This design comes from an exercise in tuning for small area on the open sky130 flow, not from production work. Only simulation tests tie the RTL to the original design; equivalence was not proved. Power figures rest on the tool's default switching activity, not on a simulated workload.

`design/flow/config.mk`:
```
export PLATFORM = sky130hd
export DESIGN_NAME = bisecur_codec
export DESIGN_NICKNAME = bisecur_codec
export VERILOG_FILES = /design/flow/design.v
export SDC_FILE = /design/flow/constraint.sdc
export NUM_CORES = 4
export LEC_CHECK = 0
export CAP_MARGIN = 20
export CORE_MARGIN = 2
export CORE_UTILIZATION = 40
export SLEW_MARGIN = 20
```
`design/flow/constraint.sdc`:
```
create_clock -name core_clock -period 14.0 [get_ports {clk}]
set_input_delay 2.8000 -clock core_clock [delete_from_list [all_inputs] [get_ports {clk}]]
set_output_delay 2.8000 -clock core_clock [all_outputs]
set_load 0.01 [all_outputs]
```
`design/flow/design.v`:
```
module bisecur_codec (
    input  wire         clk,
    input  wire         rst,
    input  wire [31:0]  te_short,
    input  wire [31:0]  te_delta,
    input  wire         op_valid,
    input  wire [7:0]   op_code,
    input  wire         op_level,
    input  wire [31:0]  op_dur,
    input  wire         op_en,
    input  wire         op_src,
    input  wire         op_key_valid,
    input  wire         op_rep_valid,
    input  wire [15:0]  op_bit_count,
    input  wire [31:0]  op_repeat,
    input  wire [175:0] op_key,
    output reg          rsp_valid,
    output reg  [2:0]   rsp_status,
    output reg          rsp_sym_valid,
    output reg          rsp_sym_level,
    output reg  [31:0]  rsp_sym_dur,
    output reg          pkt_ready,
    output wire         rx_full,
    output wire [175:0] pkt_key,
    output wire [7:0]   pkt_calc,
    output wire         pkt_known,
    output wire         pkt_ok,
    output wire         pkt_valid
);
    localparam [2:0] S_RST  = 3'd0;
    localparam [2:0] S_PAS  = 3'd1;
    localparam [2:0] S_PHVL = 3'd2;
    localparam [2:0] S_PAL  = 3'd3;
    localparam [2:0] S_FD0  = 3'd4;    
    localparam [2:0] S_FD1  = 3'd5;    
    localparam [2:0] S_CPL  = 3'd6;
    function [32:0] add32;
        input [31:0] a, b;
        input        ci;
        integer k;
        reg c;
        begin
            c = ci;
            for (k = 0; k < 32; k = k + 1) begin
                add32[k] = a[k] ^ b[k] ^ c;
                c = (a[k] & b[k]) | (a[k] & c) | (b[k] & c);
            end
            add32[32] = c;
        end
    endfunction
    function lt32;
        input [31:0] a, b;
        integer k;
        reg c;
        begin
            c = 1'b0;
            for (k = 0; k < 32; k = k + 1)
                c = (~a[k] & b[k]) | ((~a[k] | b[k]) & c);
            lt32 = c;
        end
    endfunction
    reg [2:0]   dstate;
    reg [7:0]   dcnt;
    reg         md_lvl;
    reg         cb_en;
    reg [175:0] dbuf;
    reg [175:0] pbuf;
    reg         p_valid;
    reg [175:0] eb;         
    reg [31:0]  erep;
    reg         eactive;
    reg         e_hdr;
    reg [7:0]   e_cnt;
    reg         e_sub;
    reg         e_prev;
    wire op_dreset = (op_code == 8'h30);
    wire op_feed   = (op_code == 8'h31);
    wire op_setcb  = (op_code == 8'h32);
    wire op_parse  = (op_code == 8'h42);
    wire op_ser    = (op_code == 8'h43);
    wire op_load   = (op_code == 8'h50);
    wire op_yield  = (op_code == 8'h51);
    wire op_stop   = (op_code == 8'h52);
    wire op_legal  = op_dreset | op_feed | op_setcb | op_parse | op_ser |
                     op_load | op_yield | op_stop;
    wire [32:0] fl_s = add32(te_short, {1'b0, te_short[31:1]}, 1'b0);
    wire [31:0] n_firstlow = fl_s[31:0];
    wire [31:0] te_long = {te_short[30:0], 1'b0};
    wire [31:0] n_mark  = {te_short[28:0], 3'b000};
    reg s1, s2, s8, sf;      
    wire [31:0] x_base = ({32{s1}} & te_short) | ({32{s2}} & te_long) | ({32{s8}} & n_mark);
    wire [32:0] x_s    = add32(x_base, {32{sf}} & n_firstlow, 1'b0);
    wire [31:0] x_nom  = x_s[31:0];
    wire [32:0] d_hi = add32(op_dur, te_delta, 1'b0);      
    wire [32:0] d_lo = add32(op_dur, ~te_delta, 1'b1);     
    wire m_short = (d_hi[32] | lt32(te_short, d_hi[31:0])) & (~d_lo[32] | lt32(d_lo[31:0], te_short));
    wire m_long  = (d_hi[32] | lt32(te_long,  d_hi[31:0])) & (~d_lo[32] | lt32(d_lo[31:0], te_long));
    wire m_x     = (d_hi[32] | lt32(x_nom,    d_hi[31:0])) & (~d_lo[32] | lt32(d_lo[31:0], x_nom));
    wire cx160 = pbuf[108] ^ pbuf[92];
    wire cx161 = pbuf[118] ^ pbuf[113];
    wire cx162 = pbuf[107] ^ pbuf[91];
    wire cx163 = pbuf[109] ^ pbuf[106];
    wire cx164 = pbuf[116] ^ pbuf[110];
    wire cx165 = pbuf[115] ^ pbuf[105];
    wire cx166 = pbuf[119] ^ cx161;
    wire cx167 = pbuf[52] ^ cx163;
    wire cx168 = pbuf[112] ^ pbuf[99];
    wire cx169 = pbuf[95] ^ pbuf[71];
    wire cx170 = pbuf[36] ^ cx160;
    wire cx171 = pbuf[100] ^ pbuf[60];
    wire cx172 = pbuf[148] ^ pbuf[21];
    wire cx173 = pbuf[35] ^ cx162;
    wire cx174 = pbuf[147] ^ pbuf[64];
    wire cx175 = pbuf[163] ^ pbuf[51];
    wire cx176 = pbuf[63] ^ pbuf[59];
    wire cx177 = pbuf[114] ^ pbuf[88];
    wire cx178 = pbuf[56] ^ pbuf[25];
    wire cx179 = pbuf[164] ^ pbuf[66];
    wire cx180 = pbuf[90] ^ pbuf[79];
    wire cx181 = pbuf[94] ^ pbuf[16];
    wire cx182 = pbuf[159] ^ pbuf[30];
    wire cx183 = pbuf[93] ^ pbuf[61];
    wire cx184 = pbuf[149] ^ pbuf[20];
    wire cx185 = pbuf[102] ^ cx165;
    wire cx186 = pbuf[146] ^ pbuf[17];
    wire cx187 = pbuf[97] ^ cx164;
    wire cx188 = pbuf[117] ^ pbuf[23];
    wire cx189 = pbuf[150] ^ cx172;
    wire cx190 = pbuf[153] ^ pbuf[24];
    wire cx191 = pbuf[145] ^ pbuf[18];
    wire cx192 = pbuf[14] ^ cx175;
    wire cx193 = pbuf[89] ^ pbuf[9];
    wire cx194 = pbuf[151] ^ pbuf[22];
    wire cx195 = pbuf[158] ^ pbuf[29];
    wire cx196 = pbuf[144] ^ pbuf[31];
    wire cx197 = pbuf[26] ^ cx176;
    wire cx198 = pbuf[165] ^ pbuf[78];
    wire cx199 = pbuf[85] ^ cx174;
    wire cx200 = pbuf[67] ^ cx173;
    wire cx201 = pbuf[162] ^ pbuf[33];
    wire cx202 = pbuf[103] ^ pbuf[69];
    wire cx203 = pbuf[45] ^ cx168;
    wire cx204 = pbuf[141] ^ pbuf[37];
    wire cx205 = pbuf[124] ^ pbuf[40];
    wire cx206 = pbuf[152] ^ pbuf[54];
    wire cx207 = pbuf[122] ^ pbuf[34];
    wire cx208 = pbuf[98] ^ cx170;
    wire cx209 = pbuf[50] ^ cx185;
    wire cx210 = pbuf[57] ^ cx166;
    wire cx211 = pbuf[104] ^ pbuf[101];
    wire cx212 = pbuf[121] ^ pbuf[77];
    wire cx213 = pbuf[82] ^ cx169;
    wire cx214 = pbuf[125] ^ pbuf[73];
    wire cx215 = pbuf[53] ^ cx187;
    wire cx216 = pbuf[70] ^ cx191;
    wire cx217 = pbuf[126] ^ pbuf[38];
    wire cx218 = pbuf[65] ^ cx182;
    wire cx219 = pbuf[111] ^ pbuf[72];
    wire cx220 = pbuf[47] ^ pbuf[42];
    wire cx221 = pbuf[62] ^ pbuf[58];
    wire cx222 = pbuf[19] ^ cx186;
    wire cx223 = pbuf[156] ^ cx171;
    wire cx224 = pbuf[96] ^ cx167;
    wire cx225 = cx181 ^ cx216;
    wire cx226 = pbuf[138] ^ pbuf[48];
    wire cx227 = pbuf[68] ^ pbuf[8];
    wire cx228 = pbuf[74] ^ pbuf[13];
    wire cx229 = pbuf[10] ^ cx177;
    wire cx230 = cx184 ^ cx223;
    wire cx231 = cx188 ^ cx189;
    wire cx232 = pbuf[155] ^ cx197;
    wire cx233 = pbuf[49] ^ cx179;
    wire cx234 = pbuf[123] ^ cx180;
    wire cx235 = pbuf[157] ^ pbuf[28];
    wire cx236 = cx201 ^ cx205;
    wire cx237 = cx204 ^ cx214;
    wire cx238 = cx194 ^ cx196;
    wire cx239 = pbuf[143] ^ cx192;
    wire cx240 = pbuf[86] ^ cx218;
    wire cx241 = pbuf[39] ^ cx219;
    wire cx242 = pbuf[87] ^ pbuf[55];
    wire cx243 = pbuf[15] ^ cx210;
    wire cx244 = cx195 ^ cx199;
    wire cx245 = pbuf[154] ^ pbuf[27];
    wire cx246 = pbuf[136] ^ cx193;
    wire cx247 = pbuf[140] ^ cx183;
    wire cx248 = pbuf[120] ^ cx213;
    wire cx249 = cx178 ^ cx206;
    wire cx250 = pbuf[84] ^ cx232;
    wire cx251 = cx211 ^ cx234;
    wire cx252 = pbuf[46] ^ cx207;
    wire cx253 = pbuf[80] ^ cx203;
    wire cx254 = pbuf[166] ^ cx241;
    wire cx255 = pbuf[76] ^ pbuf[75];
    wire cx256 = pbuf[12] ^ cx209;
    wire cx257 = cx222 ^ cx236;
    wire cx258 = pbuf[83] ^ cx212;
    wire cx259 = pbuf[81] ^ cx200;
    wire cx260 = pbuf[11] ^ cx198;
    wire cx261 = cx190 ^ cx238;
    wire cx262 = cx221 ^ cx230;
    wire cx263 = pbuf[161] ^ cx260;
    wire cx264 = pbuf[44] ^ pbuf[32];
    wire cx265 = cx217 ^ cx220;
    wire cx266 = pbuf[160] ^ cx224;
    wire cx267 = pbuf[43] ^ cx263;
    wire cx268 = cx235 ^ cx250;
    wire cx269 = pbuf[167] ^ cx215;
    wire cx270 = pbuf[142] ^ cx243;
    wire cx271 = pbuf[137] ^ cx229;
    wire cx272 = cx226 ^ cx252;
    wire cx273 = cx231 ^ cx248;
    wire cx274 = cx244 ^ cx258;
    wire cx275 = cx225 ^ cx249;
    wire cx276 = pbuf[94] ^ cx237;
    wire cx277 = cx247 ^ cx256;
    wire cx278 = pbuf[135] ^ cx239;
    wire cx279 = pbuf[41] ^ cx228;
    wire cx280 = pbuf[139] ^ cx233;
    wire cx281 = cx208 ^ cx227;
    wire cx282 = pbuf[164] ^ cx268;
    wire cx283 = pbuf[68] ^ cx254;
    wire cx284 = pbuf[127] ^ cx255;
    wire cx285 = pbuf[93] ^ cx202;
    wire cx286 = cx276 ^ cx279;
    wire cx287 = pbuf[117] ^ cx253;
    wire cx288 = pbuf[49] ^ cx264;
    wire cx289 = pbuf[123] ^ cx265;
    wire cx290 = cx245 ^ cx262;
    wire cx291 = pbuf[89] ^ cx283;
    wire cx292 = pbuf[41] ^ cx240;
    wire cx293 = pbuf[128] ^ cx246;
    wire cx294 = pbuf[95] ^ pbuf[63];
    wire cx295 = pbuf[138] ^ cx245;
    wire cx296 = pbuf[163] ^ pbuf[54];
    wire cx297 = pbuf[152] ^ cx270;
    wire cx298 = pbuf[83] ^ cx208;
    wire cx299 = pbuf[109] ^ cx273;
    wire cx300 = pbuf[47] ^ cx259;
    wire cx301 = cx244 ^ cx269;
    wire cx302 = cx246 ^ cx266;
    wire cx303 = pbuf[33] ^ cx302;
    wire cx304 = cx170 ^ cx242;
    wire cx305 = pbuf[160] ^ cx277;
    wire cx306 = pbuf[119] ^ cx251;
    wire cx307 = cx171 ^ cx247;
    wire cx308 = pbuf[26] ^ cx190;
    wire cx309 = pbuf[99] ^ cx261;
    wire cx310 = pbuf[121] ^ pbuf[55];
    wire cx311 = cx271 ^ cx292;
    wire cx312 = cx217 ^ cx239;
    wire cx313 = pbuf[46] ^ pbuf[19];
    wire cx314 = pbuf[98] ^ cx188;
    wire cx315 = cx284 ^ cx290;
    wire cx316 = cx202 ^ cx293;
    wire cx317 = cx209 ^ cx278;
    wire cx318 = pbuf[53] ^ cx281;
    wire cx319 = pbuf[129] ^ pbuf[104];
    wire cx320 = pbuf[167] ^ pbuf[133];
    wire cx321 = cx242 ^ cx286;
    wire cx322 = pbuf[108] ^ pbuf[100];
    wire cx323 = pbuf[40] ^ cx167;
    wire cx324 = pbuf[37] ^ cx222;
    wire cx325 = pbuf[105] ^ cx282;
    wire cx326 = pbuf[92] ^ cx307;
    wire cx327 = pbuf[60] ^ cx224;
    wire cx328 = pbuf[56] ^ cx270;
    wire cx329 = cx160 ^ cx184;
    wire cx330 = pbuf[73] ^ pbuf[57];
    wire cx331 = pbuf[88] ^ cx325;
    wire cx332 = pbuf[148] ^ cx257;
    wire cx333 = cx215 ^ cx271;
    wire cx334 = cx275 ^ cx300;
    wire cx335 = pbuf[130] ^ cx272;
    wire cx336 = pbuf[81] ^ cx280;
    wire cx337 = cx164 ^ cx320;
    wire cx338 = cx294 ^ cx312;
    wire cx339 = cx285 ^ cx337;
    wire cx340 = pbuf[91] ^ pbuf[90];
    wire cx341 = pbuf[131] ^ cx306;
    wire cx342 = cx228 ^ cx269;
    wire cx343 = pbuf[165] ^ cx289;
    wire cx344 = cx203 ^ cx212;
    wire cx345 = cx324 ^ cx335;
    wire cx346 = pbuf[78] ^ cx266;
    wire cx347 = cx168 ^ cx326;
    wire cx348 = pbuf[110] ^ pbuf[43];
    wire cx349 = pbuf[59] ^ cx310;
    wire cx350 = pbuf[80] ^ pbuf[42];
    wire cx351 = pbuf[84] ^ cx174;
    wire cx352 = pbuf[67] ^ cx169;
    wire cx353 = cx274 ^ cx348;
    wire cx354 = cx311 ^ cx319;
    wire cx355 = cx267 ^ cx333;
    wire cx356 = pbuf[76] ^ cx220;
    wire cx357 = pbuf[65] ^ pbuf[44];
    wire cx358 = pbuf[107] ^ cx161;
    wire cx359 = pbuf[134] ^ cx313;
    wire cx360 = pbuf[71] ^ cx288;
    wire cx361 = cx316 ^ cx323;
    wire cx362 = cx173 ^ cx296;
    wire cx363 = cx295 ^ cx334;
    wire cx364 = pbuf[127] ^ cx231;
    wire cx365 = cx327 ^ cx351;
    wire cx366 = cx226 ^ cx342;
    wire cx367 = pbuf[96] ^ cx194;
    wire cx368 = cx180 ^ cx227;
    wire cx369 = cx297 ^ cx359;
    wire cx370 = pbuf[101] ^ cx353;
    wire cx371 = pbuf[132] ^ cx257;
    wire cx372 = pbuf[45] ^ cx233;
    wire cx373 = cx322 ^ cx350;
    wire cx374 = cx237 ^ cx240;
    wire cx375 = pbuf[34] ^ cx338;
    wire cx376 = cx177 ^ cx183;
    wire cx377 = pbuf[51] ^ cx352;
    wire cx378 = cx329 ^ cx365;
    wire cx379 = cx259 ^ cx369;
    wire cx380 = pbuf[137] ^ cx195;
    wire cx381 = pbuf[114] ^ cx347;
    wire cx382 = pbuf[126] ^ cx196;
    wire cx383 = pbuf[125] ^ cx193;
    wire cx384 = cx291 ^ cx371;
    wire cx385 = pbuf[52] ^ pbuf[50];
    wire cx386 = cx358 ^ cx368;
    wire cx387 = cx166 ^ cx287;
    wire cx388 = pbuf[32] ^ cx304;
    wire cx389 = pbuf[139] ^ pbuf[58];
    wire cx390 = pbuf[141] ^ pbuf[124];
    wire cx391 = cx340 ^ cx387;
    wire cx392 = cx192 ^ cx249;
    wire cx393 = cx179 ^ cx303;
    wire cx394 = pbuf[112] ^ cx181;
    wire cx395 = cx315 ^ cx318;
    wire cx396 = pbuf[111] ^ cx178;
    wire cx397 = pbuf[11] ^ cx362;
    wire cx398 = pbuf[142] ^ pbuf[62];
    wire cx399 = pbuf[38] ^ cx355;
    wire cx400 = pbuf[103] ^ pbuf[64];
    wire cx401 = pbuf[48] ^ cx390;
    wire cx402 = cx251 ^ cx382;
    wire cx403 = pbuf[74] ^ cx248;
    wire cx404 = cx162 ^ cx377;
    wire cx405 = cx221 ^ cx344;
    wire cx406 = cx165 ^ cx345;
    wire cx407 = cx207 ^ cx363;
    wire cx408 = cx163 ^ cx298;
    wire cx409 = cx330 ^ cx389;
    wire cx410 = pbuf[82] ^ cx301;
    wire cx411 = pbuf[31] ^ cx185;
    wire cx412 = cx411 ^ cx254;
    wire cx413 = cx412 ^ cx278;
    wire cx414 = cx413 ^ cx308;
    wire cx415 = cx414 ^ cx328;
    wire cx416 = cx415 ^ cx343;
    wire cx417 = cx416 ^ cx367;
    wire cx418 = cx417 ^ cx370;
    wire cx419 = cx418 ^ cx376;
    wire cx420 = cx419 ^ cx394;
    wire cx421 = cx420 ^ cx395;
    wire cx422 = cx421 ^ cx401;
    wire cx423 = cx422 ^ cx403;
    wire cx424 = pbuf[135] ^ pbuf[122];
    wire cx425 = cx424 ^ pbuf[118];
    wire cx426 = cx425 ^ pbuf[74];
    wire cx427 = cx426 ^ pbuf[23];
    wire cx428 = cx427 ^ pbuf[17];
    wire cx429 = cx428 ^ cx189;
    wire cx430 = cx429 ^ cx198;
    wire cx431 = cx430 ^ cx230;
    wire cx432 = cx431 ^ cx281;
    wire cx433 = cx432 ^ cx289;
    wire cx434 = cx433 ^ cx309;
    wire cx435 = cx434 ^ cx331;
    wire cx436 = cx435 ^ cx360;
    wire cx437 = cx436 ^ cx361;
    wire cx438 = cx437 ^ cx374;
    wire cx439 = cx438 ^ cx392;
    wire cx440 = cx439 ^ cx410;
    wire cx441 = pbuf[157] ^ pbuf[147];
    wire cx442 = cx441 ^ pbuf[69];
    wire cx443 = cx442 ^ pbuf[20];
    wire cx444 = cx443 ^ cx204;
    wire cx445 = cx444 ^ cx273;
    wire cx446 = cx445 ^ cx275;
    wire cx447 = cx446 ^ cx317;
    wire cx448 = cx447 ^ cx354;
    wire cx449 = cx448 ^ cx356;
    wire cx450 = cx449 ^ cx386;
    wire cx451 = cx450 ^ cx388;
    wire cx452 = cx451 ^ cx393;
    wire cx453 = cx452 ^ cx405;
    wire cx454 = pbuf[158] ^ pbuf[149];
    wire cx455 = cx454 ^ pbuf[90];
    wire cx456 = cx455 ^ pbuf[72];
    wire cx457 = cx456 ^ pbuf[70];
    wire cx458 = cx457 ^ cx172;
    wire cx459 = cx458 ^ cx197;
    wire cx460 = cx459 ^ cx242;
    wire cx461 = cx460 ^ cx258;
    wire cx462 = cx461 ^ cx261;
    wire cx463 = cx462 ^ cx285;
    wire cx464 = cx463 ^ cx328;
    wire cx465 = cx464 ^ cx373;
    wire cx466 = cx465 ^ cx393;
    wire cx467 = cx466 ^ cx399;
    wire cx468 = cx467 ^ cx404;
    wire cx469 = cx468 ^ cx406;
    wire cx470 = pbuf[162] ^ pbuf[159];
    wire cx471 = cx470 ^ pbuf[150];
    wire cx472 = cx471 ^ pbuf[143];
    wire cx473 = cx472 ^ pbuf[120];
    wire cx474 = cx473 ^ pbuf[115];
    wire cx475 = cx474 ^ pbuf[22];
    wire cx476 = cx475 ^ pbuf[12];
    wire cx477 = cx476 ^ cx291;
    wire cx478 = cx477 ^ cx314;
    wire cx479 = cx478 ^ cx341;
    wire cx480 = cx479 ^ cx360;
    wire cx481 = cx480 ^ cx378;
    wire cx482 = cx481 ^ cx399;
    wire cx483 = cx482 ^ cx407;
    wire cx484 = cx483 ^ cx409;
    wire cx485 = pbuf[155] ^ pbuf[151];
    wire cx486 = cx485 ^ pbuf[144];
    wire cx487 = cx486 ^ pbuf[118];
    wire cx488 = cx487 ^ pbuf[85];
    wire cx489 = cx488 ^ pbuf[69];
    wire cx490 = cx489 ^ pbuf[28];
    wire cx491 = cx490 ^ cx208;
    wire cx492 = cx491 ^ cx234;
    wire cx493 = cx492 ^ cx253;
    wire cx494 = cx493 ^ cx299;
    wire cx495 = cx494 ^ cx305;
    wire cx496 = cx495 ^ cx308;
    wire cx497 = cx496 ^ cx349;
    wire cx498 = cx497 ^ cx357;
    wire cx499 = cx498 ^ cx366;
    wire cx500 = cx499 ^ cx384;
    wire cx501 = cx500 ^ cx397;
    wire cx502 = cx501 ^ cx409;
    wire cx503 = pbuf[161] ^ pbuf[147];
    wire cx504 = cx503 ^ pbuf[140];
    wire cx505 = cx504 ^ pbuf[86];
    wire cx506 = cx505 ^ pbuf[75];
    wire cx507 = cx506 ^ pbuf[29];
    wire cx508 = cx507 ^ pbuf[24];
    wire cx509 = cx508 ^ pbuf[12];
    wire cx510 = cx509 ^ cx205;
    wire cx511 = cx510 ^ cx216;
    wire cx512 = cx511 ^ cx219;
    wire cx513 = cx512 ^ cx252;
    wire cx514 = cx513 ^ cx286;
    wire cx515 = cx514 ^ cx290;
    wire cx516 = cx515 ^ cx336;
    wire cx517 = cx516 ^ cx339;
    wire cx518 = cx517 ^ cx349;
    wire cx519 = cx518 ^ cx367;
    wire cx520 = cx519 ^ cx391;
    wire cx521 = cx520 ^ cx392;
    wire cx522 = cx521 ^ cx408;
    wire cx523 = pbuf[162] ^ pbuf[153];
    wire cx524 = cx523 ^ pbuf[146];
    wire cx525 = cx524 ^ pbuf[122];
    wire cx526 = cx525 ^ pbuf[110];
    wire cx527 = cx526 ^ pbuf[97];
    wire cx528 = cx527 ^ pbuf[70];
    wire cx529 = cx528 ^ pbuf[30];
    wire cx530 = cx529 ^ pbuf[14];
    wire cx531 = cx530 ^ cx211;
    wire cx532 = cx531 ^ cx255;
    wire cx533 = cx532 ^ cx282;
    wire cx534 = cx533 ^ cx299;
    wire cx535 = cx534 ^ cx321;
    wire cx536 = cx535 ^ cx343;
    wire cx537 = cx536 ^ cx379;
    wire cx538 = cx537 ^ cx381;
    wire cx539 = cx538 ^ cx385;
    wire cx540 = cx539 ^ cx396;
    wire cx541 = pbuf[139] ^ pbuf[106];
    wire cx542 = cx541 ^ pbuf[105];
    wire cx543 = cx542 ^ pbuf[102];
    wire cx544 = cx543 ^ pbuf[16];
    wire cx545 = cx544 ^ cx175;
    wire cx546 = cx545 ^ cx176;
    wire cx547 = cx546 ^ cx191;
    wire cx548 = cx547 ^ cx198;
    wire cx549 = cx548 ^ cx236;
    wire cx550 = cx549 ^ cx272;
    wire cx551 = cx550 ^ cx274;
    wire cx552 = cx551 ^ cx354;
    wire cx553 = cx552 ^ cx383;
    wire cx554 = cx553 ^ cx391;
    wire cx555 = cx554 ^ cx395;
    wire cx556 = cx555 ^ cx396;
    wire cx557 = pbuf[166] ^ pbuf[87];
    wire cx558 = cx557 ^ pbuf[77];
    wire cx559 = cx558 ^ pbuf[10];
    wire cx560 = cx559 ^ cx189;
    wire cx561 = cx560 ^ cx202;
    wire cx562 = cx561 ^ cx210;
    wire cx563 = cx562 ^ cx268;
    wire cx564 = cx563 ^ cx292;
    wire cx565 = cx564 ^ cx336;
    wire cx566 = cx565 ^ cx346;
    wire cx567 = cx566 ^ cx356;
    wire cx568 = cx567 ^ cx381;
    wire cx569 = cx568 ^ cx383;
    wire cx570 = cx569 ^ cx397;
    wire cx571 = cx570 ^ cx402;
    wire cx572 = cx571 ^ cx406;
    wire cx573 = pbuf[127] ^ pbuf[113];
    wire cx574 = cx573 ^ pbuf[106];
    wire cx575 = cx574 ^ pbuf[77];
    wire cx576 = cx575 ^ pbuf[72];
    wire cx577 = cx576 ^ pbuf[27];
    wire cx578 = cx577 ^ cx200;
    wire cx579 = cx578 ^ cx225;
    wire cx580 = cx579 ^ cx229;
    wire cx581 = cx580 ^ cx238;
    wire cx582 = cx581 ^ cx262;
    wire cx583 = cx582 ^ cx265;
    wire cx584 = cx583 ^ cx267;
    wire cx585 = cx584 ^ cx280;
    wire cx586 = cx585 ^ cx305;
    wire cx587 = cx586 ^ cx341;
    wire cx588 = cx587 ^ cx388;
    wire cx589 = cx588 ^ cx401;
    wire cx590 = cx589 ^ cx410;
    wire cx591 = pbuf[145] ^ pbuf[136];
    wire cx592 = cx591 ^ pbuf[116];
    wire cx593 = cx592 ^ pbuf[114];
    wire cx594 = cx593 ^ pbuf[79];
    wire cx595 = cx594 ^ pbuf[13];
    wire cx596 = cx595 ^ cx176;
    wire cx597 = cx596 ^ cx206;
    wire cx598 = cx597 ^ cx211;
    wire cx599 = cx598 ^ cx235;
    wire cx600 = cx599 ^ cx267;
    wire cx601 = cx600 ^ cx277;
    wire cx602 = cx601 ^ cx288;
    wire cx603 = cx602 ^ cx364;
    wire cx604 = cx603 ^ cx374;
    wire cx605 = cx604 ^ cx384;
    wire cx606 = cx605 ^ cx394;
    wire cx607 = cx606 ^ cx398;
    wire cx608 = cx607 ^ cx400;
    wire cx609 = cx608 ^ cx404;
    wire cx610 = cx609 ^ cx408;
    wire cx611 = pbuf[166] ^ pbuf[88];
    wire cx612 = cx611 ^ pbuf[66];
    wire cx613 = cx612 ^ pbuf[56];
    wire cx614 = cx613 ^ pbuf[48];
    wire cx615 = cx614 ^ pbuf[18];
    wire cx616 = cx615 ^ cx186;
    wire cx617 = cx616 ^ cx201;
    wire cx618 = cx617 ^ cx256;
    wire cx619 = cx618 ^ cx261;
    wire cx620 = cx619 ^ cx287;
    wire cx621 = cx620 ^ cx321;
    wire cx622 = cx621 ^ cx339;
    wire cx623 = cx622 ^ cx357;
    wire cx624 = cx623 ^ cx375;
    wire cx625 = cx624 ^ cx378;
    wire cx626 = cx625 ^ cx380;
    wire cx627 = cx626 ^ cx386;
    wire cx628 = cx627 ^ cx398;
    wire cx629 = pbuf[154] ^ pbuf[75];
    wire cx630 = cx629 ^ pbuf[25];
    wire cx631 = cx630 ^ cx199;
    wire cx632 = cx631 ^ cx218;
    wire cx633 = cx632 ^ cx225;
    wire cx634 = cx633 ^ cx241;
    wire cx635 = cx634 ^ cx361;
    wire cx636 = cx635 ^ cx364;
    wire cx637 = cx636 ^ cx366;
    wire cx638 = cx637 ^ cx372;
    wire cx639 = cx638 ^ cx373;
    wire cx640 = cx639 ^ cx375;
    wire cx641 = cx640 ^ cx376;
    wire cx642 = cx641 ^ cx379;
    wire cx643 = pbuf[128] ^ pbuf[113];
    wire cx644 = cx643 ^ pbuf[39];
    wire cx645 = cx644 ^ pbuf[15];
    wire cx646 = cx645 ^ pbuf[9];
    wire cx647 = cx646 ^ cx182;
    wire cx648 = cx647 ^ cx213;
    wire cx649 = cx648 ^ cx214;
    wire cx650 = cx649 ^ cx223;
    wire cx651 = cx650 ^ cx232;
    wire cx652 = cx651 ^ cx309;
    wire cx653 = cx652 ^ cx317;
    wire cx654 = cx653 ^ cx332;
    wire cx655 = cx654 ^ cx346;
    wire cx656 = cx655 ^ cx370;
    wire cx657 = cx656 ^ cx372;
    wire cx658 = cx657 ^ cx407;
    wire cx659 = pbuf[161] ^ pbuf[138];
    wire cx660 = cx659 ^ pbuf[85];
    wire cx661 = cx660 ^ pbuf[61];
    wire cx662 = cx661 ^ pbuf[55];
    wire cx663 = cx662 ^ pbuf[8];
    wire cx664 = cx663 ^ cx187;
    wire cx665 = cx664 ^ cx190;
    wire cx666 = cx665 ^ cx200;
    wire cx667 = cx666 ^ cx243;
    wire cx668 = cx667 ^ cx264;
    wire cx669 = cx668 ^ cx284;
    wire cx670 = cx669 ^ cx293;
    wire cx671 = cx670 ^ cx314;
    wire cx672 = cx671 ^ cx331;
    wire cx673 = cx672 ^ cx332;
    wire cx674 = cx673 ^ cx380;
    wire cx675 = cx674 ^ cx385;
    wire cx676 = cx675 ^ cx400;
    wire cx677 = cx676 ^ cx402;
    wire cx678 = cx677 ^ cx403;
    wire cx679 = cx678 ^ cx405;
    wire crc_a0 = cx423;
    wire crc_a1 = ~cx440;
    wire crc_a2 = cx453;
    wire crc_a3 = ~cx469;
    wire crc_a4 = cx484;
    wire crc_a5 = ~cx502;
    wire crc_a6 = cx522;
    wire crc_a7 = ~cx540;
    wire crc_b0 = ~cx556;
    wire crc_b1 = ~cx572;
    wire crc_b2 = cx590;
    wire crc_b3 = ~cx610;
    wire crc_b4 = cx628;
    wire crc_b5 = ~cx642;
    wire crc_b6 = ~cx658;
    wire crc_b7 = cx679;
    wire [7:0] crc_a = {crc_a7,crc_a6,crc_a5,crc_a4,crc_a3,crc_a2,crc_a1,crc_a0};
    wire [7:0] crc_b = {crc_b7,crc_b6,crc_b5,crc_b4,crc_b3,crc_b2,crc_b1,crc_b0};
    wire [7:0] p_type = pbuf[175:168];
    assign pkt_known = ({p_type[7:6], p_type[4:0]} == 7'b0110000);
    assign pkt_calc  = pkt_known ? (p_type[5] ? crc_b : crc_a) : 8'h00;
    assign pkt_ok    = pkt_known & (pkt_calc == pbuf[7:0]);
    assign pkt_key   = pbuf;
    assign pkt_valid = p_valid;
    assign rx_full   = (dstate == S_CPL);
    wire e_cur    = eb[e_cnt];
    wire e_h0     = (e_cnt[5:0] == 6'd0);
    wire e_h41    = e_cnt[5] & e_cnt[3] & ~e_cnt[2] & ~e_cnt[1] & e_cnt[0];
    wire e_hsync  = e_cnt[5] & e_cnt[3] & (e_cnt[2] | e_cnt[1]);
    wire e_h45    = e_cnt[5] & e_cnt[3] & e_cnt[2] & e_cnt[0];
    wire e_close  = e_cnt[7] & e_cnt[5] & e_cnt[4];
    wire e_same   = ~e_sub & (e_cur == e_prev);
    wire e_run    = eactive & (erep != 32'd0);
    wire e_level  = e_hdr ? e_cnt[0] : (e_sub ? e_cur : ~e_prev);
    always @* begin
        if (op_code[6]) begin
            if (e_hdr) begin
                s1 = ~e_h0 & ~e_h41 & ~e_hsync;
                s2 = e_hsync;
                s8 = e_h41;
                sf = e_h0;
            end else begin
                s1 = ~e_close & (e_sub | e_same);
                s2 = e_close | ~(e_sub | e_same);
                s8 = 1'b0;
                sf = e_close;
            end
        end else begin
            s1 = 1'b0;
            s2 = dstate[2];
            s8 = (dstate == S_PAS);
            sf = ~(dstate == S_PAS);
        end
    end
    wire d175     = dcnt[7] & dcnt[5] & dcnt[3] & dcnt[2] & dcnt[1] & dcnt[0];
    wire k_short  = m_short | (d175 & m_x);
    wire k_any    = k_short | m_long;
    reg [2:0] dnext;
    reg       d_app;
    always @* begin
        dnext = dstate;
        d_app = 1'b0;
        case (dstate)
        S_RST:  if (!op_level && m_x) dnext = S_PAS;
        S_PAS:  if (op_level && m_x) dnext = S_PHVL;
                else if (!m_short) dnext = S_RST;
        S_PHVL: dnext = (!op_level && m_long) ? S_PAL : S_RST;
        S_PAL:  if (!op_level && m_short) dnext = S_FD1;
                else if (!m_long) dnext = S_RST;
        S_FD0:  dnext = k_short ? S_FD1 : S_RST;
        S_FD1:  if (!k_any || op_level == md_lvl) dnext = S_RST;
                else begin
                    d_app = 1'b1;
                    if (d175) dnext = cb_en ? S_CPL : S_RST;
                    else dnext = k_short ? S_FD0 : S_FD1;
                end
        default: ;
        endcase
    end
    wire ld_ok   = (op_bit_count == 16'd176) & op_key_valid;
    wire parse_go = op_src | (dstate == S_CPL);
    always @(posedge clk) begin
        rsp_sym_dur   <= x_nom;
        rsp_sym_level <= e_level;
        rsp_sym_valid <= e_run;
        rsp_status    <= !op_legal                      ? 3'd4 :
                         (op_parse & ~parse_go)         ? 3'd3 :
                         (op_ser & ~p_valid)            ? 3'd3 :
                         (op_load & (op_bit_count != 16'd176)) ? 3'd1 :
                         (op_load & ~op_key_valid)      ? 3'd2 : 3'd0;
        if (op_valid && op_feed) begin
            if (dstate == S_PAL) dcnt <= 8'd0;
            else if (d_app) dcnt <= dcnt + 8'd1;
            md_lvl <= op_level;
            if (d_app) dbuf <= {dbuf[174:0], md_lvl};
        end
        if (op_valid && op_load && ld_ok) begin
            eb   <= {op_key[0], op_key[1], op_key[2], op_key[3], op_key[4], op_key[5], op_key[6], op_key[7],
                     op_key[8], op_key[9], op_key[10], op_key[11], op_key[12], op_key[13], op_key[14], op_key[15],
                     op_key[16], op_key[17], op_key[18], op_key[19], op_key[20], op_key[21], op_key[22], op_key[23],
                     op_key[24], op_key[25], op_key[26], op_key[27], op_key[28], op_key[29], op_key[30], op_key[31],
                     op_key[32], op_key[33], op_key[34], op_key[35], op_key[36], op_key[37], op_key[38], op_key[39],
                     op_key[40], op_key[41], op_key[42], op_key[43], op_key[44], op_key[45], op_key[46], op_key[47],
                     op_key[48], op_key[49], op_key[50], op_key[51], op_key[52], op_key[53], op_key[54], op_key[55],
                     op_key[56], op_key[57], op_key[58], op_key[59], op_key[60], op_key[61], op_key[62], op_key[63],
                     op_key[64], op_key[65], op_key[66], op_key[67], op_key[68], op_key[69], op_key[70], op_key[71],
                     op_key[72], op_key[73], op_key[74], op_key[75], op_key[76], op_key[77], op_key[78], op_key[79],
                     op_key[80], op_key[81], op_key[82], op_key[83], op_key[84], op_key[85], op_key[86], op_key[87],
                     op_key[88], op_key[89], op_key[90], op_key[91], op_key[92], op_key[93], op_key[94], op_key[95],
                     op_key[96], op_key[97], op_key[98], op_key[99], op_key[100], op_key[101], op_key[102], op_key[103],
                     op_key[104], op_key[105], op_key[106], op_key[107], op_key[108], op_key[109], op_key[110], op_key[111],
                     op_key[112], op_key[113], op_key[114], op_key[115], op_key[116], op_key[117], op_key[118], op_key[119],
                     op_key[120], op_key[121], op_key[122], op_key[123], op_key[124], op_key[125], op_key[126], op_key[127],
                     op_key[128], op_key[129], op_key[130], op_key[131], op_key[132], op_key[133], op_key[134], op_key[135],
                     op_key[136], op_key[137], op_key[138], op_key[139], op_key[140], op_key[141], op_key[142], op_key[143],
                     op_key[144], op_key[145], op_key[146], op_key[147], op_key[148], op_key[149], op_key[150], op_key[151],
                     op_key[152], op_key[153], op_key[154], op_key[155], op_key[156], op_key[157], op_key[158], op_key[159],
                     op_key[160], op_key[161], op_key[162], op_key[163], op_key[164], op_key[165], op_key[166], op_key[167],
                     op_key[168], op_key[169], op_key[170], op_key[171], op_key[172], op_key[173], op_key[174], op_key[175]};
            erep <= op_rep_valid ? op_repeat : 32'd1;
        end else if (op_valid && op_yield && e_run && !e_hdr && e_close) begin
            erep <= erep - 32'd1;
        end
        if (op_valid && op_load && ld_ok) begin
            e_hdr <= 1'b1;
            e_cnt <= 8'd0;
        end else if (op_valid && op_yield && e_run) begin
            if (e_hdr) begin
                if (e_h45) begin
                    e_hdr <= 1'b0;
                    e_sub <= 1'b1;
                    e_cnt <= 8'd0;
                end else
                    e_cnt <= e_cnt + 8'd1;
            end else if (e_close) begin
                e_hdr <= 1'b1;
                e_cnt <= 8'd0;
            end else begin
                e_prev <= e_cur;
                e_sub  <= e_same;
                if (!e_same) e_cnt <= e_cnt + 8'd1;
            end
        end
        if (rst) begin
            dstate    <= S_RST;
            cb_en     <= 1'b0;
            pbuf      <= 176'd0;
            p_valid   <= 1'b0;
            eactive   <= 1'b0;
            rsp_valid <= 1'b0;
            pkt_ready <= 1'b0;
        end else begin
            rsp_valid <= op_valid;
            pkt_ready <= op_valid & op_feed & d_app & d175 & cb_en;
            if (op_valid) begin
                if (op_dreset) dstate <= S_RST;
                if (op_feed) dstate <= dnext;
                if (op_setcb) cb_en <= op_en;
                if (op_parse && parse_go) begin
                    pbuf    <= op_src ? op_key : dbuf;
                    p_valid <= 1'b1;
                end
                if (op_load) eactive <= ld_ok;
                if (op_yield && !e_run) eactive <= 1'b0;
                if (op_stop) eactive <= 1'b0;
            end
        end
    end
endmodule
```
`design/flow/run.sh`:
```
#!/bin/bash
# synth_recipe.tcl (not shown) runs the flow's synth.tcl, then flattens the netlist and writes it again
# the make line also repeats each setting of config.mk as NAME=value (left out here)
make -C /OpenROAD-flow-scripts/flow DESIGN_CONFIG=/design/flow/config.mk WORK_HOME=/design/flow/orfs CLKGATE_MAP_FILE= SYNTH_SCRIPT=/design/flow/synth_recipe.tcl finish
```
==> results of run 1 <==
what timing repair did:
item                                   in CTS  in global routing
resized for setup                          96                 33
setup buffers                              32                  5
pin swaps                                  27                 12
cloned                                      5                  3
endpoints found under the hold margin       0                  0
setup endpoints to repair                 192                191
flip-flops by register name, indices dropped and copies added (netlist names):
name	flops
pbuf	176
p_valid	1
dstate	3
eactive	1
e_cnt	8
pkt_ready	1
erep	32
rsp_valid	1
eb	176
e_hdr	1
e_sub	1
rsp_sym_dur	32
rsp_status	3
md_lvl	1
rsp_sym_level	1
cb_en	1
rsp_sym_valid	1
dbuf	176
dcnt	8
e_prev	1
cell usage after synthesis, types with 6 or more instances:
cell        n  area share, %
nor4_1     15           0.26
mux2_1      7           0.22
xnor2_1   445             11
mux2_2      6           0.19
xor2_1    111            2.7
a31oi_1    17           0.30
nor2b_1    15           0.26
mux2i_1   189            5.3
maj3_1     33           0.93
a211oi_1  187            4.0
a22o_1      7           0.17
mux4_2     32            2.0
fa_1      120            6.8
and3_1      9           0.16
a222oi_1   40            1.1
o22ai_1    31           0.55
o221ai_1   12           0.30
edfxtp_1  395             33
buf_2       7          0.099
a31o_2      7           0.17
or3_1      11           0.19
o31ai_1     9           0.19
a22oi_1    21           0.44
a221oi_1   13           0.32
nand3_1    61           0.86
or2_2      28           0.49
nand2_1    90           0.95
o211ai_1    9           0.19
inv_1     172            1.8
nand4_1     9           0.16
nand2b_1   18           0.32
ha_1       10           0.35
nor3_1     24           0.34
dfxtp_1   230             13
nor2_1    299            3.2
clkbuf_1  147            1.6
o21ai_0    82            1.2
a21oi_1    57           0.80
how the worst min path moves through the flow:
| stage | end | slack (ns) | cells past startpoint |
|---|---|---|---|
| 3_5_place_dp | dbuf[127]$_DFFE_PP_ | 0.43 | 0 |
| 2_1_floorplan | dbuf[100]$_DFFE_PP_ | 0.43 | 0 |
| 4_1_cts | dbuf[58]$_DFFE_PP_ | 0.44 | 0 |
| 6_report | dbuf[58]$_DFFE_PP_ | 0.44 | 0 |
| 3_3_place_gp | dbuf[63]$_DFFE_PP_ | 0.43 | 0 |
| 5_1_grt | dbuf[120]$_DFFE_PP_ | 0.45 | 0 |
metal layers:
layer / GRT usage, % / share of wire [%]
met1: 38.4 / 41
met2: 47.6 / 47
met3: 5.70 / 7.8
met4: 10.6 / 3.7
met5: 0 / 0.0082
logic make-up (layout without fill, tap and decap cells):
| logic type | count (synthesis) | in the layout |
|---|---|---|
| adder cells (fa/ha/maj) | 163 | 163 |
| buffers and inverters | 342 | 1181 |
| AO/OA/AOI/OAI | 557 | 557 |
| multiplexers | 240 | 240 |
| AND/OR/NAND/NOR | 607 | 607 |
| flip-flops | 625 | 625 |
| XOR/XNOR | 560 | 560 |
| other | 0 | 2 |
power by group:
part / total [mW] / switching (mW) / internal [mW]
Clock: 1.97 / 0.794 / 1.17
Combinational: 0.960 / 0.481 / 0.480
Sequential: 1.98 / 0.00955 / 1.97
Total: 4.91 / 1.28 / 3.62
through the flow:
| step | TNS (ns) | std cells | total power [mW] |
|---|---|---|---|
| 2_1_floorplan | -866.27 | 3094 | 2.50 |
| 3_3_place_gp | -693.97 | 4925 | 2.92 |
| 4_1_cts | -501.04 | 5092 | 4.93 |
| 6_report | -476.32 | 5100 | 4.91 |
| 5_1_grt | -545.86 | 5098 | 5.10 |
| 3_5_place_dp | -710.14 | 4925 | 2.92 |
critical path: cells and delay by family:
family          cells  cell delay [ns]
buf+inv             6             0.70
simple gates        6             0.90
fa+ha+maj          31            11.63
compound gates      5             0.83
layout make-up:
type	instances	area, um2
Antenna cell	2	5.00
Clock buffer	99	2070
Clock inverter	36	405
Fill cell	7754	40500
Inverter	175	662
Multi-Input combinational cell	2127	18100
Sequential cell	625	16500
Tap cell	1165	1460
Timing Repair Buffer	871	8420
==> flow_summary.ini, run 1 <==
[clock_network]
cts_buffers = 73
cts.sinks = 625
clockBufferDepth = 3
cts_hold_buf = 0
clk_pin_slew_ns = 0.07
ctsHtreeMaxLevel = 3
clkLatencyLatePin_ns = 0.63
cts_tree = built
cts_root_buffer = clkbuf_16

[global_route]
grt_pass1_wl_mm = 193
grt_usage_pct = 29.1
grt_start_max_net_pins = 177
grt_pass1_vias = 28100
grt-ovfl-total = 0
antenna_found_initial = 5

[synth]
synthesis.area_um2 = 35400
synth_xor_area_share_pct = 14.0
synth-edff-count = 395
yosys_warnings = 1
async_reset_ff_share_pct = 0
ys_seq_area_share_pct = 46.5
synth-simple-area-share_pct = 7.85
ys_seq_elements = 625
syn_avg_cell_area_um2 = 11.5
synth_compound_area_share_pct = 11.5
synthCells = 3094
synth.distinct_cells = 97
synthAdderAreaFrac_pct = 8.06
synth.mux.area_fraction_pct = 8.20
synthFlopType = edfxtp_1
syn_nets = 3560
synth_top_family_by_area = XOR/XNOR gates

[timing]
holdWs_ns = 0.440
drv_slew = 0
rsz0062_at_grt = true
period_minus_slack_ns = 16.59
period_share_pct = 118
finalHoldViolCount = 0
max_freq_mhz = 60.3
fin_worst_skew_ns = 0.0268
max_slew_margin_pct = 22.9
worst_pin_slew_ns = 1.16
setup_slack_ns = -2.59
report.final.setup_viol = 190

[worst_setup_path]
end_kind = flip-flop
reg2reg_from = e_cnt[0]$_SDFFE_PP0P_
crit_arrival_ns = 16.91
crit_type = input pin to flip-flop
worstPathRequired_ns = 14.32
regToRegEndpoint = dbuf[98]$_DFFE_PP_
start_kind = input pin
r2r_cells = 57
crit_top_cell = fa_2
crit_path_max_incr_delay_ns = 0.58
r2r_slack_ns = -2.42
cp-startpoint = te_short[1]
endpoint = dbuf[98]$_DFFE_PP_
path_max_fanout = 11
cpMaxStageDelayCell = fa_2

[worst_hold_path]
min_from = dbuf[57]$_DFFE_PP_
min_path_type = flip-flop to flip-flop

[cells_and_area]
final_common_cell = clkdlybuf4s50_1
fin_util_pct = 54.0
layout-drive-gt1-share_pct = 16.9
nets = 4339
area_growth_pct = 34.3
final_cell_mix = 553 x clkdlybuf4s50_1, 444 x xnor2_1, 395 x edfxtp_1, 295 x nor2_1, 266 x buf_4
design_area_um2 = 47600

[floorplan]
std_cell_rows = 109
core_area_um2 = 88100
start_util_pct = 40.2
io_pins = 563
die_w_um = 302
die_h_um = 302
fp.dieArea_um2 = 91000

[placed_design]
place_area_um2 = 44300
dp_hpwl_mm = 105
place_congestion = 0.970
numPortBuffers = 562
place_ws_ns = -3.80

[routing]
drc = 0
route.vias.total = 28100
drt_iter0_drc = 2540
wl_per_cell_um = 26.4
viasPerCell = 5.50
finalWirelength_mm = 134
firstDrtPassIters = 6
ant_nets = 0

[outcome]
status = finished with violations
so_faults = setup timing

[power]
power_density_nw_per_um2 = 103
ir_worst_vdd_mv = 0.0852
p_leak_nw = 17.3

[run]
drv_cap = 0
==> inputs of run 2 (changes only) <==
--- a/design/flow/design.v
+++ b/design/flow/design.v
@@ -38,14 +38,35 @@
         input [31:0] a, b;
         input        ci;
         integer k;
-        reg c;
+        reg c, c0, c1;
+        reg [15:0] s0, s1;
         begin
             c = ci;
-            for (k = 0; k < 32; k = k + 1) begin
+            for (k = 0; k < 16; k = k + 1) begin
                 add32[k] = a[k] ^ b[k] ^ c;
                 c = (a[k] & b[k]) | (a[k] & c) | (b[k] & c);
             end
-            add32[32] = c;
+            c0 = 1'b0;
+            c1 = 1'b1;
+            for (k = 16; k < 32; k = k + 1) begin
+                s0[k-16] = a[k] ^ b[k] ^ c0;
+                c0 = (a[k] & b[k]) | (a[k] & c0) | (b[k] & c0);
+                s1[k-16] = a[k] ^ b[k] ^ c1;
+                c1 = (a[k] & b[k]) | (a[k] & c1) | (b[k] & c1);
+            end
+            add32[31:16] = c ? s1 : s0;
+            add32[32] = c ? c1 : c0;
+        end
+    endfunction
+    function [31:0] add3;
+        input [31:0] a, b, d;
+        reg [31:0] ps, pc;
+        reg [32:0] r;
+        begin
+            ps = a ^ b ^ d;
+            pc = (a & b) | (a & d) | (b & d);
+            r = add32(ps, {pc[30:0], 1'b0}, 1'b0);
+            add3 = r[31:0];
         end
     endfunction
     function lt32;
@@ -83,14 +104,11 @@
     wire op_stop   = (op_code == 8'h52);
     wire op_legal  = op_dreset | op_feed | op_setcb | op_parse | op_ser |
                      op_load | op_yield | op_stop;
-    wire [32:0] fl_s = add32(te_short, {1'b0, te_short[31:1]}, 1'b0);
-    wire [31:0] n_firstlow = fl_s[31:0];
     wire [31:0] te_long = {te_short[30:0], 1'b0};
     wire [31:0] n_mark  = {te_short[28:0], 3'b000};
     reg s1, s2, s8, sf;      
     wire [31:0] x_base = ({32{s1}} & te_short) | ({32{s2}} & te_long) | ({32{s8}} & n_mark);
-    wire [32:0] x_s    = add32(x_base, {32{sf}} & n_firstlow, 1'b0);
-    wire [31:0] x_nom  = x_s[31:0];
+    wire [31:0] x_nom  = add3(x_base, {32{sf}} & te_short, {32{sf}} & {1'b0, te_short[31:1]});
     wire [32:0] d_hi = add32(op_dur, te_delta, 1'b0);      
     wire [32:0] d_lo = add32(op_dur, ~te_delta, 1'b1);     
     wire m_short = (d_hi[32] | lt32(te_short, d_hi[31:0])) & (~d_lo[32] | lt32(d_lo[31:0], te_short));
@@ -697,6 +715,12 @@
     end
     wire ld_ok   = (op_bit_count == 16'd176) & op_key_valid;
     wire parse_go = op_src | (dstate == S_CPL);
+    wire p_ld   = ~rst & op_valid & op_parse & parse_go;
+    wire p_ldk  = p_ld & op_src;
+    wire p_ldd  = p_ld & ~op_src;
+    wire p_hold = ~rst & ~p_ld;
+    always @(posedge clk)
+        pbuf <= ({176{p_ldk}} & op_key) | ({176{p_ldd}} & dbuf) | ({176{p_hold}} & pbuf);
     always @(posedge clk) begin
         rsp_sym_dur   <= x_nom;
         rsp_sym_level <= e_level;
@@ -762,7 +786,6 @@
         if (rst) begin
             dstate    <= S_RST;
             cb_en     <= 1'b0;
-            pbuf      <= 176'd0;
             p_valid   <= 1'b0;
             eactive   <= 1'b0;
             rsp_valid <= 1'b0;
@@ -774,10 +797,7 @@
                 if (op_dreset) dstate <= S_RST;
                 if (op_feed) dstate <= dnext;
                 if (op_setcb) cb_en <= op_en;
-                if (op_parse && parse_go) begin
-                    pbuf    <= op_src ? op_key : dbuf;
-                    p_valid <= 1'b1;
-                end
+                if (op_parse && parse_go) p_valid <= 1'b1;
                 if (op_load) eactive <= ld_ok;
                 if (op_yield && !e_run) eactive <= 1'b0;
                 if (op_stop) eactive <= 1'b0;
==> run 2 against run 1 <==
Now clean on timing, DRC and antenna. Total power grew 0.93%. Sequential share of layout area grew 0.34 points. Core utilization shrank 2.5 points.
==> flow_summary.ini, run 2 <==
[outcome]
status = finished clean

[timing]
max_freq_mhz = 74.2
period_minus_slack_ns = 13.47
drv_slew = 0
finalHoldViolCount = 0
holdWs_ns = 0.424
worst_pin_slew_ns = 1.32
max_slew_margin_pct = 11.5
rsz0062_at_grt = false
fin_worst_skew_ns = 0.0396
period_share_pct = 96.2
report.final.setup_viol = 0
setup_slack_ns = 0.531

[placed_design]
dp_hpwl_mm = 108
place_ws_ns = -0.114
numPortBuffers = 562
place_congestion = 1.02

[worst_setup_path]
crit_type = input pin to flip-flop
crit_arrival_ns = 13.84
start_kind = input pin
cp-startpoint = te_delta[0]
crit_top_cell = fa_1
worstPathRequired_ns = 14.37
cpMaxStageDelayCell = o41ai_1
reg2reg_from = e_cnt[0]$_SDFFE_PP0P_
path_max_fanout = 20
end_kind = flip-flop
crit_path_max_incr_delay_ns = 0.57
regToRegEndpoint = dbuf[20]$_DFFE_PP_
r2r_slack_ns = 0.67
r2r_cells = 48
endpoint = dbuf[114]$_DFFE_PP_

[run]
drv_cap = 0

[clock_network]
cts_buffers = 71
clk_pin_slew_ns = 0.06
clockBufferDepth = 3
cts_tree = built
cts_root_buffer = clkbuf_16
cts_hold_buf = 0
clkLatencyLatePin_ns = 0.65
ctsHtreeMaxLevel = 3
cts.sinks = 625

[routing]
viasPerCell = 5.60
ant_nets = 0
finalWirelength_mm = 138
firstDrtPassIters = 8
drt_iter0_drc = 2890
route.vias.total = 29600
wl_per_cell_um = 26.0
drc = 0

[cells_and_area]
area_growth_pct = 27.9
nets = 4507
final_cell_mix = 560 x clkdlybuf4s50_1, 475 x xnor2_1, 395 x edfxtp_1, 261 x o21ai_0, 246 x nand3_1
top_regs = dbuf x176, eb x176, pbuf x176
fin_util_pct = 51.5
final_common_cell = clkdlybuf4s50_1
num-fill-cells = 8187
layout-drive-gt1-share_pct = 8.69

[floorplan]
io_pins = 563
fp.dieArea_um2 = 94600
core_area_um2 = 91500
std_cell_rows = 111
die_w_um = 308
die_h_um = 308
start_util_pct = 40.3

[synth]
syn_nets = 3903
async_reset_ff_share_pct = 0
synth-edff-count = 395
synth.distinct_cells = 88
yosys_warnings = 1
synthFlopType = edfxtp_1
yosys.area.top_type = edfxtp_1
ys_top_cells_by_count = 476 x xnor2_1, 395 x edfxtp_1, 264 x o21ai_0
syn_avg_cell_area_um2 = 10.7
synth_top_cell_area_share_pct = 32.2
synthCells = 3435
synthesis.area_um2 = 36900
ys_seq_area_share_pct = 44.7
ys_seq_elements = 625
synth_top_cells_by_area = edfxtp_1 32%, dfxtp_1 12%, xnor2_1 11%, mux2i_1 5.3%, fa_1 4.1%
yosysMostFrequentCell = xnor2_1

[global_route]
grt_start_max_net_pins = 219
grt-ovfl-total = 0
grt_usage_pct = 28.4
grt_pass1_vias = 28600
antenna_found_initial = 26
grt_pass1_wl_mm = 195

[power]
ir_worst_vdd_mv = 0.0904
power_density_nw_per_um2 = 105
p_leak_nw = 17.2

[worst_hold_path]
min_path_type = flip-flop to flip-flop
## run 2: cell types whose count changed after synthesis, sizes merged, moves of 16 or more
cell / delta
fa: -45
a21oi: +20
nand2: +49
nand2b: +29
ha: +47
nor2: -173
xnor2: +32
o21ai: +179
buf: +16
inv: +33
nand3: +184
a211oi: -165
and2: +21
## run 2: how the worst min path moves through the flow
| stage | startpoint | to | slack [ns] | depth (start not counted) |
|---|---|---|---|---|
| after floorplan | dbuf[99]$_DFFE_PP_ | dbuf[100]$_DFFE_PP_ | 0.43 | 0 |
| after global placement | dbuf[133]$_DFFE_PP_ | dbuf[134]$_DFFE_PP_ | 0.43 | 0 |
| after detailed placement | dbuf[162]$_DFFE_PP_ | dbuf[163]$_DFFE_PP_ | 0.43 | 0 |
| after CTS | dbuf[140]$_DFFE_PP_ | dbuf[141]$_DFFE_PP_ | 0.42 | 0 |
| after global routing | dbuf[140]$_DFFE_PP_ | dbuf[141]$_DFFE_PP_ | 0.44 | 0 |
| final | dbuf[140]$_DFFE_PP_ | dbuf[141]$_DFFE_PP_ | 0.42 | 0 |
## run 2: cells by family after synthesis
family	synth area share, %
DFF	44.7
AOI/OAI and AO/OA	12.5
muxes	7.52
buffers and inverters	3.91
and+or+nand+nor	10.2
xor gates and xnor gates	14.5
adders and majority gates	6.75
## run 2: cell type report
type,count,area [um2],area share (%)
Multi-Input combinational cell,2434,19100,40.5
Inverter,208,793,1.68
Clock buffer,88,1940,4.12
Timing Repair Buffer,699,6820,14.5
Tap cell,1186,1480,3.15
Sequential cell,625,16500,34.9
Clock inverter,41,514,1.09
Antenna cell,13,32.5,0.0690
## run 2: stage by stage
stage          total power [mW]  instance area [um2]  cells  TNS (ns)
6_report                   4.95                47100   5294         0
3_5_place_dp               3.02                44600   5150    -15.80
5_1_grt                    5.14                47100   5281         0
4_1_cts                    4.98                47000   5279         0
2_1_floorplan              2.58                36900   3435         0
3_3_place_gp               3.01                44600   5150   -0.0655
## run 2: what timing repair did
action                                  in CTS  in global routing
gates resized for setup                      0                  5
buffers inserted                             0                  2
endpoints found under the setup margin       0                175
## run 2: power breakdown
group,internal (mW),switching (mW)
logic,0.476,0.520
clock network,1.15,0.816
registers,1.97,0.0173
total,3.60,1.35
## run 2: critical path: cells and delay by family
family | cells | cell delay, ns
AND/OR/NAND/NOR | 7 | 0.97
adder cells (fa/ha/maj) | 18 | 6.98
buffers and inverters | 5 | 1.05
AO/OA/AOI/OAI | 7 | 2.01
## run 2: layer usage
layer	GRT usage, %	part of all wire, %	vias to the layer above
met3	7.03	9.0	210
met4	9.53	3.3	20
li1	-	-	13700
met2	46.2	47	1282
met5	0	0.092	-
met1	36.8	41	14400
==> inputs of run 3 (changes only) <==
--- a/design/flow/design.v
+++ b/design/flow/design.v
@@ -69,6 +69,18 @@
             add3 = r[31:0];
         end
     endfunction
+    function [31:0] dec32;
+        input [31:0] a;
+        integer k;
+        reg b;
+        begin
+            b = 1'b1;
+            for (k = 0; k < 32; k = k + 1) begin
+                dec32[k] = a[k] ^ b;
+                b = b & ~a[k];
+            end
+        end
+    endfunction
     function lt32;
         input [31:0] a, b;
         integer k;
@@ -714,6 +726,7 @@
         endcase
     end
     wire ld_ok   = (op_bit_count == 16'd176) & op_key_valid;
+    wire d_shift = (dstate == S_FD1) & (op_level != md_lvl);
     wire parse_go = op_src | (dstate == S_CPL);
     wire p_ld   = ~rst & op_valid & op_parse & parse_go;
     wire p_ldk  = p_ld & op_src;
@@ -732,9 +745,9 @@
                          (op_load & ~op_key_valid)      ? 3'd2 : 3'd0;
         if (op_valid && op_feed) begin
             if (dstate == S_PAL) dcnt <= 8'd0;
-            else if (d_app) dcnt <= dcnt + 8'd1;
+            else if (d_shift) dcnt <= dcnt + 8'd1;
             md_lvl <= op_level;
-            if (d_app) dbuf <= {dbuf[174:0], md_lvl};
+            if (d_shift) dbuf <= {dbuf[174:0], md_lvl};
         end
         if (op_valid && op_load && ld_ok) begin
             eb   <= {op_key[0], op_key[1], op_key[2], op_key[3], op_key[4], op_key[5], op_key[6], op_key[7],
==> run 3 against run 2 <==
Non-clock buffer count decreased by 58. Worst setup slack improved by 0.038 ns. Sequential share of layout area increased by 0.94 points. Clock skew increased by 0.00083 ns. Worst hold slack improved by 0.019 ns. Routed wire length decreased by 2.2%. Global-route usage decreased by 0.17 points. Die area decreased by 1.8%. Clock power about the same. First-iteration DRC count increased by 28%. Area after synthesis decreased by 1.8%. Critical endpoint is now dstate[0]$_SDFFE_PP0P_.
==> flow_summary.ini, run 3 <==
[global_route]
grt-ovfl-total = 0
globalRouteMet1Util_pct = 37.1
use_met3_pct = 5.24
top_usage_layer = met2
grt_pass1_vias = 28000
grt_start_max_net_pins = 177
grtUsageMet2_pct = 46.6
grt_pass1_wl_mm = 194
grt_usage_pct = 28.2
antenna_found_initial = 9

[timing]
period_minus_slack_ns = 13.43
holdWs_ns = 0.443
setup_slack_ns = 0.569
max_freq_mhz = 74.5
fin_tns_setup_ns = 0
report.final.setup_viol = 0
fin_worst_skew_ns = 0.0405
drv_slew = 0
period_share_pct = 95.9
worst_pin_slew_ns = 1.11
max_slew_margin_pct = 26.2
finalHoldViolCount = 0

[routing]
drt_iter0_drc = 3710
ant_nets = 0
firstDrtPassIters = 10
finalWirelength_mm = 135
drc = 0
route.vias.total = 28800
wl_per_cell_um = 26.6
viasPerCell = 5.69

[synth]
ys_seq_area_share_pct = 45.5
synthesis.area_um2 = 36200
yosysMostFrequentCell = xnor2_1
async_reset_ff_share_pct = 0
syn_avg_cell_area_um2 = 11.1
synthCells = 3263
syn_nets = 3731
yosys.area.top_type = edfxtp_1
synth_top_cells_by_area = edfxtp_1 33%, dfxtp_1 13%, xnor2_1 11%, a222oi_1 5.8%, fa_1 4.1%
synth-edff-count = 395
ys_seq_elements = 625
synth.distinct_cells = 109
synthFlopType = edfxtp_1
ys_top_cells_by_count = 474 x xnor2_1, 395 x edfxtp_1, 363 x inv_1
synth_top_cell_area_share_pct = 32.8
yosys_warnings = 1

[power]
ir_worst_vdd_mv = 0.0730
power_density_nw_per_um2 = 107
p_leak_nw = 17.8

[cells_and_area]
nets = 4296
num-fill-cells = 8040
final_common_cell = clkdlybuf4s50_1
area_growth_pct = 26.9
layout-drive-gt1-share_pct = 7.23
top_regs = dbuf x176, eb x176, pbuf x176
final_cell_mix = 562 x clkdlybuf4s50_1, 474 x xnor2_1, 395 x edfxtp_1, 363 x inv_1, 227 x dfxtp_1
fin_util_pct = 51.1

[run]
drv_cap = 0

[clock_network]
cts_root_buffer = clkbuf_16
cts_hold_buf = 0
clockBufferDepth = 3
cts.sinks = 625
ctsHtreeMaxLevel = 3
clk_pin_slew_ns = 0.06
clkLatencyLatePin_ns = 0.64
cts_tree = built
cts_buffers = 72

[floorplan]
std_cell_rows = 110
start_util_pct = 40.3
core_area_um2 = 89900
die_w_um = 305
fp.dieArea_um2 = 92900
io_pins = 563
die_h_um = 305

[worst_setup_path]
cpMaxStageDelayCell = clkdlybuf4s50_1
crit_type = input pin to flip-flop
start_kind = input pin
worstPathRequired_ns = 14.50
end_kind = flip-flop
crit_path_max_incr_delay_ns = 0.48
crit_top_cell = fa_1
path_max_fanout = 6
crit_arrival_ns = 13.93

[placed_design]
dp_hpwl_mm = 104
place_congestion = 1.03
place_ws_ns = -0.113
numPortBuffers = 562

[worst_hold_path]
min_path_type = flip-flop to flip-flop

[outcome]
status = finished clean
run 3: final cells by class:
cell class	count	area, um2	share of cell area, %
inverter	366	1380	3.01
sequential	625	16500	35.9
tap	1176	1470	3.21
clock buffer	96	1960	4.27
clock inverter	37	505	1.10
antenna	6	15.0	0.0327
timing repair buffer	641	6320	13.8
multi-input combinational	2122	17800	38.7
run 3: per-layer routing:
layer  wire (um)  vias to the layer above
li1            -                    13200
met4        4610                        6
met1       54900                    14200
met3       10900                      187
met5          43                        -
met2       64200                     1317
run 3: worst max-delay path, delay by kind of cell:
family | cells | cell delay, ns
buf+inv | 4 | 0.75
simple gates | 4 | 0.60
compound gates | 11 | 2.43
xor+xnor | 1 | 0.18
fa+ha+maj | 19 | 7.14
run 3: cells by family after synthesis:
logic type,Yosys count,share of synthesized area [%]
AO/OA/AOI/OAI,695,15.5
flip-flops,625,45.5
AND/OR/NAND/NOR,601,8.51
XOR/XNOR,600,14.7
buffers and inverters,516,5.50
adder cells (fa/ha/maj),160,6.89
multiplexers,66,3.31
run 3: repair_timing:
action | 4_1_cts | 5_1_grt
setup endpoints to repair | 0 | 4
gates resized for setup | 0 | 6
setup buffers | 0 | 3
run 3: metrics by stage:
stage | power [mW] | cells | instance area (um2)
2_1_floorplan | 2.58 | 3263 | 36200
3_3_place_gp | 2.98 | 4926 | 43300
3_5_place_dp | 2.98 | 4926 | 43300
4_1_cts | 4.93 | 5059 | 45800
5_1_grt | 5.09 | 5064 | 45900
6_report | 4.91 | 5069 | 45900
run 3: where the power goes:
group	internal (mW)	total, mW	switching [mW]
sequential	1.97	1.99	0.0196
combinational	0.440	0.962	0.522
clock	1.12	1.96	0.834
total	3.54	4.91	1.38
run 3: path summary, 6_finish.rpt:
path / start / endpoint / slack (ns) / cells past startpoint
worst max-delay path: op_code[6] / dstate[0]$_SDFFE_PP0P_ / 0.57 / 39
worst min-delay path: dbuf[142]$_DFFE_PP_ / dbuf[143]$_DFFE_PP_ / 0.44 / 0
worst max register to register: e_cnt[0]$_SDFFE_PP0P_ / dstate[0]$_SDFFE_PP0P_ / 0.74 / 45
worst min register to register: dbuf[142]$_DFFE_PP_ / dbuf[143]$_DFFE_PP_ / 0.44 / 0

## what the ideal ports hide
How much do the figures lean on ideal ports? The routed layouts below were timed once more, with nothing changed but the port constraints.
Step 1 sets driving cells, clkbuf_16 on the clock port and buf_2 on the other inputs (assumed; they add their load-dependent delay and slew).
Step 2 moves the port delays by t, midway between the first and last clock arrival at a register: inputs arrive t later, outputs are due t later. That takes back most of the time a late clock gives input paths.
Three values: no drivers, after step 1, after step 2; two values: the first two.
run | t (ns) | slack for setup (ns) | worst setup path at the end | clock arrival spread, ns
run 1 | 0.691 | -2.589 / -2.578 / -3.269 | input to register | 0.029 / 0.029
run 2 | 0.696 | 0.531 / 0.549 / -0.147 | input to register | 0.043 / 0.042
run 3 | 0.693 | 0.569 / 0.571 / -0.122 | input to register | 0.041 / 0.040
Met with ideal ports but missed after step 2: setup timing in run 2 and run 3. For run 3, which loses most, drivers alone change the setup slack by +0.002 ns; drivers and shift together by -0.691 ns.
